This is an optimization exercise on Yosys and OpenROAD, whose aim is small area, not a production implementation.
Only simulation tests tie the RTL to the original design; equivalence was not proved.
No activity file was given, so power comes from the tool's default toggle rates.

Setup of JK:
==> module ppm_enc, before the edit <==
module ppm_enc #(
    parameter integer CPU      = 10,    
    parameter integer Q_IN_CAP = 4      
) (
    input  wire         clk,
    input  wire         rst,           
    input  wire         ready_set,     
    input  wire         kick_set,      
    input  wire         msg_valid,     
    input  wire [8:0]   msg_len,
    input  wire [191:0] msg_data,
    output wire         msg_ready,
    output wire         ppm_out
);
    reg        run;               
    reg        ready;
    reg        kick;
    reg        level;
    reg [3:0]  idx;
    reg        phase;             
    reg [3:0]  fr;                
    reg [14:0] fq;                
    reg        fpast;             
    reg        first;             
    localparam [14:0] F0     = 15'h0001;    
    localparam [14:0] F22500 = 15'h3538;    
    reg [10:0] c;
    reg [9:0]  frame [0:11];      
    reg        fdef;              
    reg [9:0]  upd [0:11];        
    reg        upd_v;
    reg [2:0]  in_cnt;
    assign ppm_out = level;
    wire        wait_pad = ~level & (idx == 4'd0);
    wire        fq_eq    = (fq == F22500);
    wire        f_end    = first | fq_eq | fpast;
    wire        on_phase = phase ? (fr == 4'd9) : (fr == 4'd0);
    wire        hit      = wait_pad ? f_end : (on_phase & (c == 11'd301));
    reg  [9:0]  ch_w;
    integer k;
    always @* begin
        ch_w = fdef ? 10'd1000 : 10'd0;
        for (k = 0; k < 12; k = k + 1)
            ch_w = ch_w | ({10{~fdef && idx == k}} & frame[k]);
    end
    wire [10:0] ch_v  = {~(ch_w[9:5] == 5'b11111 && ch_w[4:3] != 2'b00), ch_w};
    wire service = run & kick;
    assign msg_ready = (in_cnt != 3'd4);
    wire       accept_msg  = msg_valid && msg_ready;
    wire       accept_upd  = accept_msg && (msg_len == 9'd24);
    wire [2:0] in_cnt_left = service ? 3'd0 : in_cnt;
    wire [9:0] msg_w [0:11];
    genvar g;
    generate
        for (g = 0; g < 12; g = g + 1) begin : g_clamp
            wire [15:0] v = msg_data[16*g +: 16];
            assign msg_w[g] = (v < 16'd1000) ? 10'd1000 :
                              (v > 16'd2000) ? 10'd976  : v[9:0];
        end
    endgenerate
    integer i;
    always @(posedge clk)
        if (!rst && service && upd_v)
            for (i = 0; i < 12; i = i + 1)
                frame[i] <= upd[i];
    always @(posedge clk) begin
            if (fr == 4'd9) begin
                fr <= 4'd0;
                fq <= {fq[13:0], fq[14] ^ fq[13]};
                if (fq_eq)
                    fpast <= 1'b1;
            end else
                fr <= fr + 4'd1;
            if (hit) begin
                if (!level) begin
                    c <= 11'd600;
                    if (idx == 4'd0) begin
                        phase <= ~first & (fpast | ~(fq_eq && fr == 4'd0));
                        fr    <= 4'd1;
                        fq    <= F0;
                        fpast <= 1'b0;
                    end
                end else begin
                    c <= ch_v;
                end
            end else if (on_phase) begin
                c <= c - 11'd1;
            end
        end
    always @(posedge clk) begin
        if (rst) begin
            run      <= 1'b0;
            ready    <= 1'b0;
            kick     <= 1'b0;
            level    <= 1'b0;
            idx      <= 4'd0;
            first    <= 1'b1;
            upd_v    <= 1'b0;
            in_cnt   <= 3'd0;
            fdef     <= 1'b1;
        end else begin
            if (!run) begin
                if (ready)
                    run <= 1'b1;
            end else begin
                if (hit) begin
                    level <= ~level;
                    if (!level) begin
                        if (idx == 4'd0)
                            first <= 1'b0;
                    end else if (idx == 4'd12) begin
                        idx <= 4'd0;
                    end else begin
                        idx <= idx + 4'd1;
                    end
                end
                if (service) begin
                    kick <= 1'b0;
                    if (upd_v)
                        fdef <= 1'b0;
                end
            end
            if (ready_set)
                ready <= 1'b1;
            if (kick_set)
                kick <= 1'b1;
            if (accept_upd)
                for (i = 0; i < 12; i = i + 1)
                    upd[i] <= msg_w[i];
            if (service || accept_upd)
                upd_v <= accept_upd;
            in_cnt <= in_cnt_left + {2'b00, accept_msg};
        end
    end
endmodule
Settings: LEC_CHECK=0, CAP_MARGIN=20, CORE_MARGIN=2, CORE_UTILIZATION=40, SLEW_MARGIN=20; clock period 20.0 ns.
standard.sh (not shown) runs the stock make flow with config.mk's settings and CLKGATE_MAP_FILE= SYNTH_SCRIPT=/design/flow/synth_recipe.tcl, a recipe that flattens the netlist after the stock synthesis.
==> flow/flow/run.sh <==
#!/bin/bash
# The standard layout (standard.sh, synthesis unchanged) with two changes:
# port buffers are buf_1 cells, and CTS clusters up to 25 sinks within
# 100 um per leaf buffer and inserts no dummy loads.
set -euo pipefail
bash standard.sh \
  'BUFFER_PORTS_ARGS=-buffer_cell sky130_fd_sc_hd__buf_1' \
  'CTS_ARGS=-sink_clustering_enable -repair_clock_nets -sink_clustering_size 25 -sink_clustering_max_diameter 100 -dont_use_dummy_load' \
  finish > standard_flow.log 2>&1
Relative to JK, the following input files were edited for MS:
--- a/flow/design.v
+++ b/flow/design.v
@@ -168,5 +168,4 @@
     reg [14:0] fq;                
     reg        fpast;             
-    reg        first;             
     localparam [14:0] F0     = 15'h0001;    
     localparam [14:0] F22500 = 15'h3538;    
@@ -180,5 +179,5 @@
     wire        wait_pad = ~level & (idx == 4'd0);
     wire        fq_eq    = (fq == F22500);
-    wire        f_end    = first | fq_eq | fpast;
+    wire        f_end    = fq_eq | fpast;
     wire        on_phase = phase ? (fr == 4'd9) : (fr == 4'd0);
     wire        hit      = wait_pad ? f_end : (on_phase & (c == 11'd301));
@@ -211,28 +210,4 @@
                 frame[i] <= upd[i];
     always @(posedge clk) begin
-            if (fr == 4'd9) begin
-                fr <= 4'd0;
-                fq <= {fq[13:0], fq[14] ^ fq[13]};
-                if (fq_eq)
-                    fpast <= 1'b1;
-            end else
-                fr <= fr + 4'd1;
-            if (hit) begin
-                if (!level) begin
-                    c <= 11'd600;
-                    if (idx == 4'd0) begin
-                        phase <= ~first & (fpast | ~(fq_eq && fr == 4'd0));
-                        fr    <= 4'd1;
-                        fq    <= F0;
-                        fpast <= 1'b0;
-                    end
-                end else begin
-                    c <= ch_v;
-                end
-            end else if (on_phase) begin
-                c <= c - 11'd1;
-            end
-        end
-    always @(posedge clk) begin
         if (rst) begin
             run      <= 1'b0;
@@ -241,5 +216,9 @@
             level    <= 1'b0;
             idx      <= 4'd0;
-            first    <= 1'b1;
+            phase    <= 1'b0;
+            fr       <= 4'd0;
+            fq       <= F22500;
+            fpast    <= 1'b0;
+            c        <= 11'd0;
             upd_v    <= 1'b0;
             in_cnt   <= 3'd0;
@@ -250,14 +229,29 @@
                     run <= 1'b1;
             end else begin
+                if (fr == 4'd9) begin
+                    fr <= 4'd0;
+                    fq <= {fq[13:0], fq[14] ^ fq[13]};
+                    if (fq_eq)
+                        fpast <= 1'b1;
+                end else
+                    fr <= fr + 4'd1;
                 if (hit) begin
                     level <= ~level;
                     if (!level) begin
-                        if (idx == 4'd0)
-                            first <= 1'b0;
+                        c <= 11'd600;
+                        if (idx == 4'd0) begin
+                            phase <= fpast | ~(fq_eq && fr == 4'd0);
+                            fr    <= 4'd1;
+                            fq    <= F0;
+                            fpast <= 1'b0;
+                        end
                     end else if (idx == 4'd12) begin
                         idx <= 4'd0;
                     end else begin
+                        c   <= ch_v;
                         idx <= idx + 4'd1;
                     end
+                end else if (on_phase) begin
+                    c <= c - 11'd1;
                 end
                 if (service) begin
### Flow results
- Number of cells in the design after placement, JK and MS, higher one = MS.
- There was hardly any difference in fraction of the mapped netlist area in adder cells between MS and JK.
- In terms of part of the power in registers, JK and MS differ only marginally.
- Tightest hold margin in MS is 0.035 ns below JK.
- Comparing wire length of the first global-routing pass for JK and MS, the bigger number came from MS.
- | growth of design area from synthesis to finish | JK vs MS | ≈ equal |
- MS -> JK: power flat
- Comparing JK with MS, the cell-internal power came out essentially unchanged.
- Re number of signal-net inverters in the final layout: JK was lower than MS.
- Between JK and MS, total via count after detailed routing increased.
- Total length of routed wires, MS vs JK: up slightly
- In terms of wire length per cell, JK and MS differ only marginally.
- For initial cell density of the core, MS and JK come out practically identical.
- Relative to JK, count of distinct cell types in the synthesized netlist decreased by 8 in MS.

Setup of the baseline:
The RTL this note starts from:
==> flow/design.v <==
module ppm_dec #(
    parameter integer CPU      = 10,    
    parameter integer Q_IN_CAP = 4,     
    parameter integer Q_OUT_CAP = 4     
) (
    input  wire         clk,
    input  wire         rst,           
    input  wire         pin,           
    input  wire         ready_set,     
    input  wire         kick_set,      
    input  wire         msg_valid,     
    input  wire [31:0]  msg_src,
    output wire         msg_ready,
    output wire         out_valid,     
    output wire [31:0]  out_dst,
    output wire [191:0] out_data,
    input  wire         out_pop,
    output reg          malformed
);
    reg        run;               
    reg        ready;
    reg [3:0]  r;                 
    reg [10:0] q;                 
    reg        kick;
    reg        last;
    reg [3:0]  idx;
    reg [119:0] frame;            
    reg [31:0] in_src;            
    reg [2:0]  in_cnt;
    reg [31:0]  hd_dst;
    reg [119:0] hd_data;
    reg [31:0]  bq_dst  [0:2];
    reg [119:0] bq_data [0:2];
    reg [2:0]   bq_rd;            
    reg [2:0]   out_cnt;
    wire [3:0]  idx_w   = (idx >= 4'd12) ? 4'd0 : idx;    
    wire        rise    = ~last &  pin;
    wire        fall    =  last & ~pin;
    wire        r_nz    = (r != 4'd0);
    wire        e_gap   = (q > 11'd2020) | ((q == 11'd2020) & r_nz);
    wire        e_long  = (q > 11'd620)  | ((q == 11'd620)  & r_nz);
    wire        is_gap  = rise & e_gap;
    wire        is_chan = rise & ~e_gap;
    wire        is_long = fall & e_long;
    wire        edge_seen = rise | fall;
    wire [9:0]  width_w = (q < 11'd1000) ? 10'd1000 :
                          (q > 11'd2000) ? 10'd976  : q[9:0];
    wire        service  = run & kick;
    wire [9:0]   st_w = rst ? 10'd1000 : width_w;
    wire [119:0] frame_nx;
    genvar g;
    generate
        for (g = 0; g < 12; g = g + 1) begin : g_pack
            wire st = rst | (run & is_chan & (idx_w == g));
            assign frame_nx[10*g +: 10] =
                ({10{st}} & st_w) | ({10{~st}} & frame[10*g +: 10]);
        end
    endgenerate
    wire push_reply = service && (out_cnt != 3'd4);
    wire pop_reply  = out_pop && (out_cnt != 3'd0);
    wire       cnt0 = (out_cnt == 3'd0);
    wire       cnt1 = (out_cnt == 3'd1);
    wire [2:0] bq_wr = cnt1                   ? bq_rd :
                       (out_cnt == 3'd2)      ? {bq_rd[1:0], bq_rd[2]} :
                                                {bq_rd[0], bq_rd[2:1]};
    wire       hd_new  = push_reply & (cnt0 | (cnt1 & pop_reply));
    wire       hd_next = pop_reply & ~cnt1;
    wire [2:0] bq_sel  = bq_rd & {3{hd_next}};
    wire [31:0]  hd_dst_d  = ({32{hd_new}} & in_src) |
                             ({32{bq_sel[0]}} & bq_dst[0]) |
                             ({32{bq_sel[1]}} & bq_dst[1]) |
                             ({32{bq_sel[2]}} & bq_dst[2]);
    wire [119:0] hd_data_d = ({120{hd_new}} & frame_nx) |
                             ({120{bq_sel[0]}} & bq_data[0]) |
                             ({120{bq_sel[1]}} & bq_data[1]) |
                             ({120{bq_sel[2]}} & bq_data[2]);
    assign msg_ready = (in_cnt != 3'd4);
    assign out_valid = (out_cnt != 3'd0);
    assign out_dst   = hd_dst;
    wire [119:0] head_w = hd_data;
    generate
        for (g = 0; g < 12; g = g + 1) begin : g_out
            wire [9:0] w = head_w[10*g +: 10];
            assign out_data[16*g +: 16] =
                {5'd0, ~(w[9:5] == 5'b11111 && w[4:3] != 2'b00), w};
        end
    endgenerate
    wire       accept_msg  = msg_valid && msg_ready;
    wire [2:0] in_cnt_left = service ? 3'd0 : in_cnt;
    always @(posedge clk)
        frame <= frame_nx;
    integer i;
    always @(posedge clk) begin
        if (rst) begin
            run       <= 1'b0;
            ready     <= 1'b0;
            r         <= 4'd0;
            q         <= 11'd300;
            kick      <= 1'b0;
            last      <= 1'b0;
            idx       <= 4'd0;
            in_src    <= 32'd0;
            malformed <= 1'b0;
            in_cnt    <= 3'd0;
            bq_rd     <= 3'b001;
            out_cnt   <= 3'd0;
        end else begin
            malformed <= 1'b0;
            if (!run) begin
                if (ready) begin
                    run <= 1'b1;
                    r   <= 4'd0;
                    q   <= 11'd300;
                end
            end else begin
                if (is_gap)
                    idx <= 4'd0;
                else if (is_chan)
                    idx <= idx_w + 4'd1;
                else
                    idx <= idx_w;
                if (is_long)
                    malformed <= 1'b1;
                last <= pin;
                if (service)
                    kick <= 1'b0;
                if (edge_seen) begin
                    r <= 4'd1;
                    q <= 11'd300;
                end else if (r == 4'd9) begin
                    r <= 4'd0;
                    if (q != 11'h7FF)
                        q <= q + 11'd1;
                end else
                    r <= r + 4'd1;
            end
            if (ready_set)
                ready <= 1'b1;
            if (kick_set)
                kick <= 1'b1;
            if (accept_msg)
                in_src <= msg_src;
            in_cnt <= in_cnt_left + {2'b00, accept_msg};
            if (hd_new || hd_next) begin
                hd_dst  <= hd_dst_d;
                hd_data <= hd_data_d;
            end
            for (i = 0; i < 3; i = i + 1)
                if (push_reply && !hd_new && bq_wr[i]) begin
                    bq_dst[i]  <= in_src;
                    bq_data[i] <= frame_nx;
                end
            if (hd_next)
                bq_rd <= {bq_rd[1:0], bq_rd[2]};
            out_cnt <= out_cnt + {2'b00, push_reply} - {2'b00, pop_reply};
        end
    end
endmodule
module ppm_enc #(
    parameter integer CPU      = 10,    
    parameter integer Q_IN_CAP = 4      
) (
    input  wire         clk,
    input  wire         rst,           
    input  wire         ready_set,     
    input  wire         kick_set,      
    input  wire         msg_valid,     
    input  wire [8:0]   msg_len,
    input  wire [191:0] msg_data,
    output wire         msg_ready,
    output wire         ppm_out
);
    reg        run;               
    reg        ready;
    reg        kick;
    reg        level;
    reg [3:0]  idx;
    reg        phase;             
    reg [3:0]  fr;                
    reg [14:0] fq;                
    reg        fpast;             
    reg        first;             
    localparam [14:0] F0     = 15'h0001;    
    localparam [14:0] F22500 = 15'h3538;    
    reg [10:0] c;
    reg [9:0]  frame [0:11];      
    reg        fdef;              
    reg [9:0]  upd [0:11];        
    reg        upd_v;
    reg [2:0]  in_cnt;
    assign ppm_out = level;
    wire        wait_pad = ~level & (idx == 4'd0);
    wire        fq_eq    = (fq == F22500);
    wire        f_end    = first | fq_eq | fpast;
    wire        on_phase = phase ? (fr == 4'd9) : (fr == 4'd0);
    wire        hit      = wait_pad ? f_end : (on_phase & (c == 11'd301));
    reg  [9:0]  ch_w;
    integer k;
    always @* begin
        ch_w = fdef ? 10'd1000 : 10'd0;
        for (k = 0; k < 12; k = k + 1)
            ch_w = ch_w | ({10{~fdef && idx == k}} & frame[k]);
    end
    wire        ch_top = (ch_w[9:6] == 4'b1111);
    wire        ch_lo  = ch_top & (ch_w[5:3] == 3'b100);    
    wire        ch_hi  = ch_top & (ch_w[5:3] == 3'b011);    
    wire [10:0] ch_v   = ch_lo ? 11'd1000 :
                         ch_hi ? 11'd2000 :
                         {~(ch_top && ch_w[5] && ch_w[4:3] != 2'b00), ch_w};
    wire service = run & kick;
    assign msg_ready = (in_cnt != 3'd4);
    wire       accept_msg  = msg_valid && msg_ready;
    wire       accept_upd  = accept_msg && (msg_len == 9'd24);
    wire [2:0] in_cnt_left = service ? 3'd0 : in_cnt;
    wire [9:0] msg_w [0:11];
    genvar g;
    generate
        for (g = 0; g < 12; g = g + 1) begin : g_clamp
            wire [15:0] v = msg_data[16*g +: 16];
            wire under = (v < 16'd1000);
            wire over  = (v > 16'd2000);
            assign msg_w[g] = {v[9:6] | {4{under | over}},
                               under | (v[5] & ~over),
                               over  | (v[4] & ~under),
                               over  | (v[3] & ~under),
                               v[2:0]};
        end
    endgenerate
    integer i;
    always @(posedge clk)
        if (!rst && service && upd_v)
            for (i = 0; i < 12; i = i + 1)
                frame[i] <= upd[i];
    always @(posedge clk) begin
            if (fr == 4'd9) begin
                fr <= 4'd0;
                fq <= {fq[13:0], fq[14] ^ fq[13]};
                if (fq_eq)
                    fpast <= 1'b1;
            end else
                fr <= fr + 4'd1;
            if (hit) begin
                if (!level) begin
                    c <= 11'd600;
                    if (idx == 4'd0) begin
                        phase <= ~first & (fpast | ~(fq_eq && fr == 4'd0));
                        fr    <= 4'd1;
                        fq    <= F0;
                        fpast <= 1'b0;
                    end
                end else begin
                    c <= ch_v;
                end
            end else if (on_phase) begin
                c <= c - 11'd1;
            end
        end
    always @(posedge clk) begin
        if (rst) begin
            run      <= 1'b0;
            ready    <= 1'b0;
            kick     <= 1'b0;
            level    <= 1'b0;
            idx      <= 4'd0;
            first    <= 1'b1;
            upd_v    <= 1'b0;
            in_cnt   <= 3'd0;
            fdef     <= 1'b1;
        end else begin
            if (!run) begin
                if (ready)
                    run <= 1'b1;
            end else begin
                if (hit) begin
                    level <= ~level;
                    if (!level) begin
                        if (idx == 4'd0)
                            first <= 1'b0;
                    end else if (idx == 4'd12) begin
                        idx <= 4'd0;
                    end else begin
                        idx <= idx + 4'd1;
                    end
                end
                if (service) begin
                    kick <= 1'b0;
                    if (upd_v)
                        fdef <= 1'b0;
                end
            end
            if (ready_set)
                ready <= 1'b1;
            if (kick_set)
                kick <= 1'b1;
            if (accept_upd)
                for (i = 0; i < 12; i = i + 1)
                    upd[i] <= msg_w[i];
            if (service || accept_upd)
                upd_v <= accept_upd;
            in_cnt <= in_cnt_left + {2'b00, accept_msg};
        end
    end
endmodule
module ppm_core (
    input  wire         clk,
    input  wire         rst,             
    input  wire         dec_reset,       
    input  wire         dec_ready,       
    input  wire         dec_kick,        
    input  wire         ppm_in,          
    input  wire         dec_msg_valid,   
    input  wire [31:0]  dec_msg_src,
    output wire         dec_msg_ready,
    output wire         dec_out_valid,   
    output wire [31:0]  dec_out_dst,
    output wire [191:0] dec_out_data,
    input  wire         dec_out_pop,
    output wire         dec_malformed,
    input  wire         enc_reset,       
    input  wire         enc_ready,       
    input  wire         enc_kick,        
    input  wire         enc_msg_valid,   
    input  wire [8:0]   enc_msg_len,
    input  wire [191:0] enc_msg_data,
    output wire         enc_msg_ready,
    output wire         ppm_out          
);
    localparam integer CPU = 10;         
    ppm_dec #(.CPU(CPU), .Q_IN_CAP(4), .Q_OUT_CAP(4)) u_dec (
        .clk       (clk),
        .rst       (rst | dec_reset),
        .pin       (ppm_in),
        .ready_set (dec_ready),
        .kick_set  (dec_kick),
        .msg_valid (dec_msg_valid),
        .msg_src   (dec_msg_src),
        .msg_ready (dec_msg_ready),
        .out_valid (dec_out_valid),
        .out_dst   (dec_out_dst),
        .out_data  (dec_out_data),
        .out_pop   (dec_out_pop),
        .malformed (dec_malformed)
    );
    ppm_enc #(.CPU(CPU), .Q_IN_CAP(4)) u_enc (
        .clk       (clk),
        .rst       (rst | enc_reset),
        .ready_set (enc_ready),
        .kick_set  (enc_kick),
        .msg_valid (enc_msg_valid),
        .msg_len   (enc_msg_len),
        .msg_data  (enc_msg_data),
        .msg_ready (enc_msg_ready),
        .ppm_out   (ppm_out)
    );
endmodule
Settings: LEC_CHECK=0, CAP_MARGIN=20, CORE_MARGIN=2, CORE_UTILIZATION=40, SLEW_MARGIN=20; clock period 20.0 ns.
==> flow/flow/run.sh <==
#!/bin/bash
# The standard layout (standard.sh, synthesis unchanged) with three changes:
# port buffers are buf_1 cells; CTS clusters up to 25 sinks within 100 um
# per leaf buffer and inserts no dummy loads; the constant outputs keep the
# synthesis's tie cell instead of one tie cell each.
set -euo pipefail
bash standard.sh \
  'BUFFER_PORTS_ARGS=-buffer_cell sky130_fd_sc_hd__buf_1' \
  'CTS_ARGS=-sink_clustering_enable -repair_clock_nets -sink_clustering_size 25 -sink_clustering_max_diameter 100 -dont_use_dummy_load' \
  'SKIP_REPAIR_TIE_FANOUT=1' \
  finish > standard_flow.log 2>&1
diff inputs: the baseline => the candidate
--- a/flow/design.v
+++ b/flow/design.v
@@ -62,21 +62,25 @@
     wire       cnt1 = (out_cnt == 3'd1);
     wire [2:0] bq_wr = cnt1                   ? bq_rd :
                        (out_cnt == 3'd2)      ? {bq_rd[1:0], bq_rd[2]} :
                                                 {bq_rd[0], bq_rd[2:1]};
     wire       hd_new  = push_reply & (cnt0 | (cnt1 & pop_reply));
     wire       hd_next = pop_reply & ~cnt1;
+    wire       hd_keep = ~(hd_new | hd_next);
     wire [2:0] bq_sel  = bq_rd & {3{hd_next}};
-    wire [31:0]  hd_dst_d  = ({32{hd_new}} & in_src) |
+    wire       hd_ld   = hd_new;
+    wire [31:0]  hd_dst_d  = ({32{hd_ld}} & in_src) |
                              ({32{bq_sel[0]}} & bq_dst[0]) |
                              ({32{bq_sel[1]}} & bq_dst[1]) |
-                             ({32{bq_sel[2]}} & bq_dst[2]);
-    wire [119:0] hd_data_d = ({120{hd_new}} & frame_nx) |
+                             ({32{bq_sel[2]}} & bq_dst[2]) |
+                             ({32{hd_keep}} & hd_dst);
+    wire [119:0] hd_data_d = ({120{hd_ld}} & frame_nx) |
                              ({120{bq_sel[0]}} & bq_data[0]) |
                              ({120{bq_sel[1]}} & bq_data[1]) |
-                             ({120{bq_sel[2]}} & bq_data[2]);
+                             ({120{bq_sel[2]}} & bq_data[2]) |
+                             ({120{hd_keep}} & hd_data);
     assign msg_ready = (in_cnt != 3'd4);
     assign out_valid = (out_cnt != 3'd0);
     assign out_dst   = hd_dst;
     wire [119:0] head_w = hd_data;
     generate
         for (g = 0; g < 12; g = g + 1) begin : g_out
@@ -86,12 +90,23 @@
         end
     endgenerate
     wire       accept_msg  = msg_valid && msg_ready;
     wire [2:0] in_cnt_left = service ? 3'd0 : in_cnt;
     always @(posedge clk)
         frame <= frame_nx;
+    always @(posedge clk) begin
+        hd_dst  <= hd_dst_d;
+        hd_data <= hd_data_d;
+    end
+    integer k;
+    always @(posedge clk)
+        for (k = 0; k < 3; k = k + 1)
+            if (push_reply && !hd_new && bq_wr[k]) begin
+                bq_dst[k]  <= in_src;
+                bq_data[k] <= frame_nx;
+            end
     integer i;
     always @(posedge clk) begin
         if (rst) begin
             run       <= 1'b0;
             ready     <= 1'b0;
             r         <= 4'd0;
@@ -138,21 +153,12 @@
                 ready <= 1'b1;
             if (kick_set)
                 kick <= 1'b1;
             if (accept_msg)
                 in_src <= msg_src;
             in_cnt <= in_cnt_left + {2'b00, accept_msg};
-            if (hd_new || hd_next) begin
-                hd_dst  <= hd_dst_d;
-                hd_data <= hd_data_d;
-            end
-            for (i = 0; i < 3; i = i + 1)
-                if (push_reply && !hd_new && bq_wr[i]) begin
-                    bq_dst[i]  <= in_src;
-                    bq_data[i] <= frame_nx;
-                end
             if (hd_next)
                 bq_rd <= {bq_rd[1:0], bq_rd[2]};
             out_cnt <= out_cnt + {2'b00, push_reply} - {2'b00, pop_reply};
         end
     end
 endmodule
@@ -223,15 +229,19 @@
                                under | (v[5] & ~over),
                                over  | (v[4] & ~under),
                                over  | (v[3] & ~under),
                                v[2:0]};
         end
     endgenerate
+    integer j;
+    always @(posedge clk)
+        for (j = 0; j < 12; j = j + 1)
+            upd[j] <= ({10{accept_upd}} & msg_w[j]) | ({10{~accept_upd}} & upd[j]);
     integer i;
     always @(posedge clk)
-        if (!rst && service && upd_v)
+        if (service && upd_v)    
             for (i = 0; i < 12; i = i + 1)
                 frame[i] <= upd[i];
     always @(posedge clk) begin
             if (fr == 4'd9) begin
                 fr <= 4'd0;
                 fq <= {fq[13:0], fq[14] ^ fq[13]};
@@ -289,15 +299,12 @@
                 end
             end
             if (ready_set)
                 ready <= 1'b1;
             if (kick_set)
                 kick <= 1'b1;
-            if (accept_upd)
-                for (i = 0; i < 12; i = i + 1)
-                    upd[i] <= msg_w[i];
             if (service || accept_upd)
                 upd_v <= accept_upd;
             in_cnt <= in_cnt_left + {2'b00, accept_msg};
         end
     end
 endmodule
==> summary.txt <==
Worst slew slack as a fraction of its limit (the candidate over the baseline): increase, 0.49 points
The candidate ends up with higher total design power than the baseline does.
The baseline → the candidate: routed wire length on met3 has increased, total wire length grew by 2.5%, share of cell area taken by multi-input logic gates up 2.7 points.
Summary of the candidate over the baseline: area used by sequential logic in the layout dropped about 5%; die area dropped 1000 um^2.
In the candidate relative to the baseline, post-synth design cell area had gone down slightly.

==> what the ideal ports hide <==
No port has a modelled driver above. Below, the same layouts with a new extraction and two added sets of constraints.
Step 1 (the two cells are an assumption about what drives the block):
set clk [get_ports {clk}]
set_driving_cell -lib_cell sky130_fd_sc_hd__clkbuf_16 $clk
set_driving_cell -lib_cell sky130_fd_sc_hd__buf_2 [delete_from_list [all_inputs] $clk]
Step 2 times the ports against the registers' clock, not the clock port: input delays grow and output delays shrink by t, the midpoint of the rising clock arrivals with the driver on.
Three values: no drivers, after step 1, after step 2; two values: the first two.
| run | t, ns | slack for setup (ns) | worst setup path after step 2 | slew at the worst register clock pin (ns) | worst slew at a driven data input, ns |
|---|---|---|---|---|---|
| JK | 0.677 | 12.388 / 12.315 / 12.802 | input to register | 0.10 / 0.10 | 0.14 |
| MS | 0.703 | 11.991 / 11.918 / 12.621 | register to output | 0.10 / 0.10 | 0.13 |
| the baseline | 0.672 | 13.002 / 13.039 / 12.366 | input to register | 0.10 / 0.10 | 0.11 |
| the candidate | 0.707 | 13.647 / 13.647 / 12.940 | input to register | 0.10 / 0.10 | 0.12 |
After both steps every run listed still meets setup and hold. For the candidate, which loses most, drivers alone change the setup slack by 0.000 ns; drivers and shift together by -0.707 ns.
